This design comes from an exercise in tuning for small area, a short achievable clock period and few clock cycles per item on the open sky130 flow, not from production work.
Where RTL was checked, it was by simulation tests only, not by an equivalence proof against the original.
Power and IR drop assume default switching activity.

## red
==> flow/design.v <==
module mesi_engine (
    input  wire        clk,
    input  wire        rst,             
    input  wire        req_valid,
    output wire        req_ready,
    input  wire [1:0]  req_core,
    input  wire        req_write,       
    input  wire [31:0] req_addr,
    output reg         rsp_valid,
    output reg         rsp_hit,
    output reg  [1:0]  rsp_state,       
    output reg         rsp_evict,       
    output reg         rsp_writeback,   
    output reg  [31:0] rsp_victim_addr, 
    output reg         rsp_upgrade,     
    output reg         rsp_provided,    
    output reg  [1:0]  rsp_source,      
    output reg         rsp_snoop_wb,    
    output reg  [1:0]  rsp_inval,       
    output reg  [7:0]  rsp_stall        
);
    localparam TAG_W = 26;
    localparam [1:0] ST_I = 2'b00, ST_S = 2'b01, ST_E = 2'b10, ST_M = 2'b11;
    assign req_ready = 1'b1;
    reg [TAG_W*64-1:0] tag_q;
    reg [2*64-1:0]     state_q;
    reg [6*16-1:0]     lru_q;
    reg [15:0]      lw_oh;      
    reg             v1;
    reg [1:0]       c1;
    reg             w1;
    reg [TAG_W-1:0] t1;
    reg [1:0]       s1;
    always @(posedge clk) begin
        v1 <= !rst && req_valid;
        c1 <= req_core;
        w1 <= req_write;
        t1 <= req_addr[31:6];
        s1 <= req_addr[5:4];
    end
    reg             v2;
    reg [1:0]       c2;
    reg             w2;
    reg [TAG_W-1:0] t2;
    reg [1:0]       s2;
    reg [15:0]      m2;         
    reg [TAG_W-1:0] vt2;        
    reg             ss2;        
    reg [3:0]       c2oh;       
    reg             st2;        
    reg [1:0]       sq2  [0:15]; 
    reg [5:0]       lq2  [0:3];  
    reg [TAG_W-1:0] lt [0:15];
    integer i, k;
    always @* begin
        for (i = 0; i < 16; i = i + 1)
        begin
            lt[i] = {TAG_W{1'b0}};
            for (k = 0; k < 4; k = k + 1)
                if (s1 == k[1:0])
                    lt[i] = tag_q[{i[3:2], k[1:0], i[1:0]}*TAG_W +: TAG_W];
        end
    end
    always @(posedge clk) begin
        v2  <= !rst && v1;
        c2  <= c1;
        w2  <= w1;
        t2  <= t1;
        s2  <= s1;
        for (i = 0; i < 16; i = i + 1)
            m2[i] <= (lt[i] == t1);
        ss2 <= (s1 == s2);
        c2oh <= 4'b0001 << c1;
        st2 <= (t1 == t2);
    end
    reg [1:0]  st   [0:15];    
    reg [15:0] vm;             
    reg [1:0]  pst  [0:3];     
    reg [3:0]  pv;             
    reg [3:0]  pm;             
    reg [3:0]  pp;             
    reg [3:0]  own_vm;         
    reg        hit;
    reg [1:0]  hit_state;
    reg [5:0]  lru;
    reg [3:0]  vic [0:3];
    reg [3:0]  vic_oh;
    reg [1:0]  victim;
    reg        victim_valid;
    reg        victim_m;
    reg [TAG_W-1:0] vtag;
    reg [3:0]  sup;            
    reg        provided;
    reg [1:0]  source;
    reg        any_peer;
    reg        snoop_wb;
    reg [1:0]  copies;
    reg [1:0]  miss_state;
    reg [1:0]  new_state;
    reg [3:0]  touch_oh;
    reg [7:0]  stall;
    reg        upgrade;
    reg [1:0]  nst  [0:15];    
    reg [5:0]  nlru;
    integer c, w;
    always @* begin
        for (i = 0; i < 16; i = i + 1) begin
            st[i] = sq2[i];
            vm[i] = (st[i] != ST_I) && ((ss2 && lw_oh[i]) ? st2 : m2[i]);
        end
        for (c = 0; c < 4; c = c + 1) begin
            pst[c] = ST_I;
            for (w = 0; w < 4; w = w + 1)
                if (vm[c*4+w])
                    pst[c] = pst[c] | st[c*4+w];
            pv[c] = vm[c*4] | vm[c*4+1] | vm[c*4+2] | vm[c*4+3];
            pp[c] = pv[c] && !c2oh[c];
            pm[c] = pp[c] && pst[c] == ST_M;
        end
        own_vm = 4'b0000;
        hit_state = ST_I;
        for (c = 0; c < 4; c = c + 1)
            if (c2oh[c]) begin
                own_vm    = own_vm | vm[c*4 +: 4];
                hit_state = hit_state | pst[c];
            end
        hit = |own_vm;
        for (c = 0; c < 4; c = c + 1) begin
            lru = lq2[c];
            if (st[c*4+0] == ST_I)      vic[c] = 4'b0001;
            else if (st[c*4+1] == ST_I) vic[c] = 4'b0010;
            else if (st[c*4+2] == ST_I) vic[c] = 4'b0100;
            else if (st[c*4+3] == ST_I) vic[c] = 4'b1000;
            else vic[c] = {lru[2] & lru[4] & lru[5],
                           lru[1] & lru[3] & !lru[5],
                           lru[0] & !lru[3] & !lru[4],
                           !lru[0] & !lru[1] & !lru[2]};
        end
        vic_oh = 4'b0000;
        lru = 6'd0;
        for (c = 0; c < 4; c = c + 1)
            if (c2oh[c]) begin
                vic_oh = vic_oh | vic[c];
                lru    = lru | lq2[c];
            end
        victim = {vic_oh[3] | vic_oh[2], vic_oh[3] | vic_oh[1]};
        victim_valid = 1'b0;
        victim_m     = 1'b0;
        vtag = vt2;
        for (i = 0; i < 16; i = i + 1)
            if (c2oh[i/4] && vic_oh[i%4]) begin
                victim_valid = victim_valid | (st[i] != ST_I);
                victim_m     = victim_m | (st[i] == ST_M);
            end
        any_peer = |pp;
        sup      = w2 ? pm : pp;
        provided = !hit && |sup;
        source   = sup[0] ? 2'd0 : sup[1] ? 2'd1 : sup[2] ? 2'd2 : 2'd3;
        snoop_wb = !hit && |pm;
        case (pp)
            4'b0000:                                     copies = 2'd0;
            4'b0001, 4'b0010, 4'b0100, 4'b1000:          copies = 2'd1;
            4'b0111, 4'b1011, 4'b1101, 4'b1110, 4'b1111: copies = 2'd3;
            default:                                     copies = 2'd2;
        endcase
        upgrade = hit && w2 && hit_state == ST_S;
        miss_state = w2 ? ST_M : (any_peer ? ST_S : ST_E);
        new_state  = hit ? (w2 ? ST_M : hit_state) : miss_state;
        touch_oh   = hit ? own_vm : vic_oh;
        case ({hit, victim_m, |sup})
            3'b000:  stall = 8'd100;
            3'b001:  stall = 8'd8;
            3'b010:  stall = 8'd200;
            3'b011:  stall = 8'd108;
            default: stall = 8'd0;
        endcase
        for (i = 0; i < 16; i = i + 1) begin
            nst[i] = st[i];
            if (c2oh[i/4]) begin
                if (vm[i])
                    nst[i] = w2 ? ST_M : st[i];
                else if (!hit && vic_oh[i%4])
                    nst[i] = miss_state;
            end else if (vm[i]) begin
                nst[i] = w2 ? ST_I : ST_S;
            end
        end
        nlru = lru;
        if (touch_oh[0]) begin nlru[0] = 1'b1; nlru[1] = 1'b1; nlru[2] = 1'b1; end
        if (touch_oh[1]) begin nlru[0] = 1'b0; nlru[3] = 1'b1; nlru[4] = 1'b1; end
        if (touch_oh[2]) begin nlru[1] = 1'b0; nlru[3] = 1'b0; nlru[5] = 1'b1; end
        if (touch_oh[3]) begin nlru[2] = 1'b0; nlru[4] = 1'b0; nlru[5] = 1'b0; end
    end
    integer l;
    always @(posedge clk) begin
        if (rst) begin
            for (l = 0; l < 64; l = l + 1)
                state_q[l*2 +: 2] <= ST_I;
        end else if (v2) begin
            for (i = 0; i < 16; i = i + 1)
                for (k = 0; k < 4; k = k + 1)
                    if (s2 == k[1:0])
                        state_q[{i[3:2], k[1:0], i[1:0]}*2 +: 2] <= nst[i];
        end
        if (v2) begin
            for (k = 0; k < 16; k = k + 1)
                if ({c2, s2} == k[3:0])
                    lru_q[k*6 +: 6] <= nlru;
        end
        for (i = 0; i < 16; i = i + 1)
            lw_oh[i] <= !rst && v2 && !hit && c2oh[i/4] && vic_oh[i%4];
        for (i = 0; i < 16; i = i + 1)
            for (k = 0; k < 4; k = k + 1)
                if (v2 && !hit && c2oh[i/4] && vic_oh[i%4] && s2 == k[1:0])
                    tag_q[{i[3:2], k[1:0], i[1:0]}*TAG_W +: TAG_W] <= t2;
        rsp_valid       <= !rst && v2;
        rsp_hit         <= hit;
        rsp_state       <= new_state;
        rsp_evict       <= !hit && victim_valid;
        rsp_writeback   <= !hit && victim_m;
        rsp_victim_addr <= {vtag, s2, 4'b0000};
        rsp_upgrade     <= upgrade;
        rsp_provided    <= provided;
        rsp_source      <= source;
        rsp_snoop_wb    <= snoop_wb;
        rsp_inval       <= hit ? {1'b0, upgrade} : (w2 ? copies : 2'd0);
        rsp_stall       <= stall;
    end
    reg [1:0] sr [0:15];
    reg [5:0] lr [0:3];
    always @* begin
        for (i = 0; i < 16; i = i + 1) begin
            sr[i] = ST_I;
            for (k = 0; k < 4; k = k + 1)
                if (s1 == k[1:0])
                    sr[i] = state_q[{i[3:2], k[1:0], i[1:0]}*2 +: 2];
        end
        for (c = 0; c < 4; c = c + 1) begin
            lr[c] = 6'd0;
            for (k = 0; k < 4; k = k + 1)
                if (s1 == k[1:0])
                    lr[c] = lru_q[{c[1:0], k[1:0]}*6 +: 6];
        end
    end
    reg [5:0]       lr_own;
    reg [3:0]       lru_oh [0:4];
    reg [3:0]       vsel;
    reg [TAG_W-1:0] vt;
    reg [5:0]       um;
    integer t;
    always @* begin
        lr_own = 6'd0;
        for (c = 0; c < 4; c = c + 1)
            if (c1 == c[1:0]) lr_own = lr_own | lr[c];
        for (t = 0; t < 5; t = t + 1) begin
            um = lr_own;
            if (t == 0) begin um[0] = 1'b1; um[1] = 1'b1; um[2] = 1'b1; end
            if (t == 1) begin um[0] = 1'b0; um[3] = 1'b1; um[4] = 1'b1; end
            if (t == 2) begin um[1] = 1'b0; um[3] = 1'b0; um[5] = 1'b1; end
            if (t == 3) begin um[2] = 1'b0; um[4] = 1'b0; um[5] = 1'b0; end
            lru_oh[t] = {um[2] & um[4] & um[5],
                         um[1] & um[3] & !um[5],
                         um[0] & !um[3] & !um[4],
                         !um[0] & !um[1] & !um[2]};
        end
        if (v2 && c1 == c2 && s1 == s2)
            vsel = ({4{touch_oh[0]}} & lru_oh[0]) | ({4{touch_oh[1]}} & lru_oh[1]) |
                   ({4{touch_oh[2]}} & lru_oh[2]) | ({4{touch_oh[3]}} & lru_oh[3]);
        else
            vsel = lru_oh[4];
        vt = lt[{c1, vsel[3] | vsel[2], vsel[3] | vsel[1]}];
    end
    always @(posedge clk) begin
        vt2 <= vt;
        for (i = 0; i < 16; i = i + 1)
            sq2[i] <= (v2 && s1 == s2) ? nst[i] : sr[i];
        for (c = 0; c < 4; c = c + 1)
            lq2[c] <= (v2 && s1 == s2 && c2 == c[1:0]) ? nlru : lr[c];
    end
endmodule
export LEC_CHECK = 0
export CAP_MARGIN = 20
export CORE_MARGIN = 2
export CORE_UTILIZATION = 60
export SLEW_MARGIN = 20
create_clock -name core_clock -period 12.0 [get_ports {clk}]
standard.sh (not shown) runs the stock make flow with config.mk's settings and CLKGATE_MAP_FILE= SYNTH_SCRIPT=/design/flow/synth_recipe.tcl, a recipe that flattens the netlist after the stock synthesis.
==> flow/flow/run.sh <==
#!/bin/bash
# Standard synthesis, then the standard layout steps with a tighter setup
# target for the resizer's timing repair (the SDC is unchanged) and larger
# clock-tree sink clusters without dummy loads.
set -euo pipefail
bash standard.sh synth > synth.log 2>&1
bash standard.sh SETUP_SLACK_MARGIN=8.5 \
  "CTS_ARGS=-sink_clustering_enable -repair_clock_nets -dont_use_dummy_load -sink_clustering_size 30 -sink_clustering_max_diameter 80" \
  finish > layout.log 2>&1
red | stages: all done | timing, DRC, antenna: all pass
> inputs changed (red -> blue)
--- a/flow/design.v
+++ b/flow/design.v
@@ -24,10 +24,12 @@
     assign req_ready = 1'b1;
     reg [TAG_W*64-1:0] tag_q;
     reg [2*64-1:0]     state_q;
     reg [6*16-1:0]     lru_q;
     reg [15:0]      lw_oh;      
+    reg [1:0]       lw_s;
+    reg [TAG_W-1:0] lw_t;
     reg             v1;
     reg [1:0]       c1;
     reg             w1;
     reg [TAG_W-1:0] t1;
     reg [1:0]       s1;
@@ -42,11 +44,11 @@
     reg [1:0]       c2;
     reg             w2;
     reg [TAG_W-1:0] t2;
     reg [1:0]       s2;
     reg [15:0]      m2;         
-    reg [TAG_W-1:0] vt2;        
+    reg [TAG_W-1:0] own2 [0:3]; 
     reg             ss2;        
     reg [3:0]       c2oh;       
     reg             st2;        
     reg [1:0]       sq2  [0:15]; 
     reg [5:0]       lq2  [0:3];  
@@ -66,11 +68,14 @@
         c2  <= c1;
         w2  <= w1;
         t2  <= t1;
         s2  <= s1;
         for (i = 0; i < 16; i = i + 1)
-            m2[i] <= (lt[i] == t1);
+            m2[i] <= (lw_oh[i] && lw_s == s1) ?
+                     (lw_t == t1) : (lt[i] == t1);
+        for (i = 0; i < 4; i = i + 1)
+            own2[i] <= lt[{c1, i[1:0]}];
         ss2 <= (s1 == s2);
         c2oh <= 4'b0001 << c1;
         st2 <= (t1 == t2);
     end
     reg [1:0]  st   [0:15];    
@@ -144,11 +149,13 @@
                 lru    = lru | lq2[c];
             end
         victim = {vic_oh[3] | vic_oh[2], vic_oh[3] | vic_oh[1]};
         victim_valid = 1'b0;
         victim_m     = 1'b0;
-        vtag = vt2;
+        vtag = {TAG_W{1'b0}};
+        for (w = 0; w < 4; w = w + 1)
+            if (vic_oh[w]) vtag = vtag | own2[w];
         for (i = 0; i < 16; i = i + 1)
             if (c2oh[i/4] && vic_oh[i%4]) begin
                 victim_valid = victim_valid | (st[i] != ST_I);
                 victim_m     = victim_m | (st[i] == ST_M);
             end
@@ -207,14 +214,16 @@
                 if ({c2, s2} == k[3:0])
                     lru_q[k*6 +: 6] <= nlru;
         end
         for (i = 0; i < 16; i = i + 1)
             lw_oh[i] <= !rst && v2 && !hit && c2oh[i/4] && vic_oh[i%4];
-        for (i = 0; i < 16; i = i + 1)
-            for (k = 0; k < 4; k = k + 1)
-                if (v2 && !hit && c2oh[i/4] && vic_oh[i%4] && s2 == k[1:0])
-                    tag_q[{i[3:2], k[1:0], i[1:0]}*TAG_W +: TAG_W] <= t2;
+        lw_s <= s2;
+        lw_t <= t2;
+        for (i = 0; i < 16; i = i + 1)
+            for (k = 0; k < 4; k = k + 1)
+                if (lw_oh[i] && lw_s == k[1:0])
+                    tag_q[{i[3:2], k[1:0], i[1:0]}*TAG_W +: TAG_W] <= lw_t;
         rsp_valid       <= !rst && v2;
         rsp_hit         <= hit;
         rsp_state       <= new_state;
         rsp_evict       <= !hit && victim_valid;
         rsp_writeback   <= !hit && victim_m;
@@ -240,40 +249,11 @@
             for (k = 0; k < 4; k = k + 1)
                 if (s1 == k[1:0])
                     lr[c] = lru_q[{c[1:0], k[1:0]}*6 +: 6];
         end
     end
-    reg [5:0]       lr_own;
-    reg [3:0]       lru_oh [0:4];
-    reg [3:0]       vsel;
-    reg [TAG_W-1:0] vt;
-    reg [5:0]       um;
-    integer t;
-    always @* begin
-        lr_own = 6'd0;
-        for (c = 0; c < 4; c = c + 1)
-            if (c1 == c[1:0]) lr_own = lr_own | lr[c];
-        for (t = 0; t < 5; t = t + 1) begin
-            um = lr_own;
-            if (t == 0) begin um[0] = 1'b1; um[1] = 1'b1; um[2] = 1'b1; end
-            if (t == 1) begin um[0] = 1'b0; um[3] = 1'b1; um[4] = 1'b1; end
-            if (t == 2) begin um[1] = 1'b0; um[3] = 1'b0; um[5] = 1'b1; end
-            if (t == 3) begin um[2] = 1'b0; um[4] = 1'b0; um[5] = 1'b0; end
-            lru_oh[t] = {um[2] & um[4] & um[5],
-                         um[1] & um[3] & !um[5],
-                         um[0] & !um[3] & !um[4],
-                         !um[0] & !um[1] & !um[2]};
-        end
-        if (v2 && c1 == c2 && s1 == s2)
-            vsel = ({4{touch_oh[0]}} & lru_oh[0]) | ({4{touch_oh[1]}} & lru_oh[1]) |
-                   ({4{touch_oh[2]}} & lru_oh[2]) | ({4{touch_oh[3]}} & lru_oh[3]);
-        else
-            vsel = lru_oh[4];
-        vt = lt[{c1, vsel[3] | vsel[2], vsel[3] | vsel[1]}];
-    end
-    always @(posedge clk) begin
-        vt2 <= vt;
+    always @(posedge clk) begin
         for (i = 0; i < 16; i = i + 1)
             sq2[i] <= (v2 && s1 == s2) ? nst[i] : sr[i];
         for (c = 0; c < 4; c = c + 1)
             lq2[c] <= (v2 && s1 == s2 && c2 == c[1:0]) ? nlru : lr[c];
     end
Findings:
blue finished every stage and its layout cleared the timing, design-rule and antenna checks. Compared with red, blue shows a lower detail-routed net length per standard cell. Diff red -> blue | shortest clock period the worst path allows after layout | decrease of 0.53 ns. Period utilization, blue and red: smaller value in blue. Measured against each other, blue and red differ in synthesis-to-finish area growth, the higher figure coming from red. Per the comparison of blue with red, share of total power in sequential cells now larger; total area of sequential cells +3.5%; number of standard cells in the layout, taps in and fillers out down 301. Row power density normalized to cell area: blue higher / red lower. Overall power of blue exceeds that of red slightly. When blue is set beside red, its share of total power in combinational logic turns out to be 2.2 points smaller. Proportion of cell area spent on the clock network across blue and red: no real change. Taking red as the reference, in blue floorplan die area higher; mux share of post-synthesis cell area higher.
Testbench counts of blue, summed over its fixed seeds: cycles 32,024, items 32,000.
Only the layout flow was run in red; the RTL was not checked for function there.

[re-timing with driven ports]
The flow's constraints put no driver on any port. The routed layouts listed below were extracted and timed again, unchanged, in two steps. Step 1: set_driving_cell puts a clkbuf_16 on clk and a buf_2 on each other input, an assumption about the parent block. Step 2 adds t to the input delays and takes it off the output delays; t is the mean of the earliest and latest rising clock arrival at the registers after step 1. Input paths then give back, and output paths get back, about the clock's delay inside the block. Slacks: no drivers / after step 1 / after step 2; pairs: no drivers / after step 1.
run	t, ns	setup WS [ns]	hold WS [ns]
red	0.818	7.769 / 7.769 / 7.769	0.314 / 0.314 / 0.314
blue	0.806	8.297 / 8.209 / 7.876	0.335 / 0.335 / 0.335
After both steps every run listed still meets setup and hold. The setup slack of blue, which loses most, moves by -0.088 ns with the drivers and by -0.421 ns with both steps.
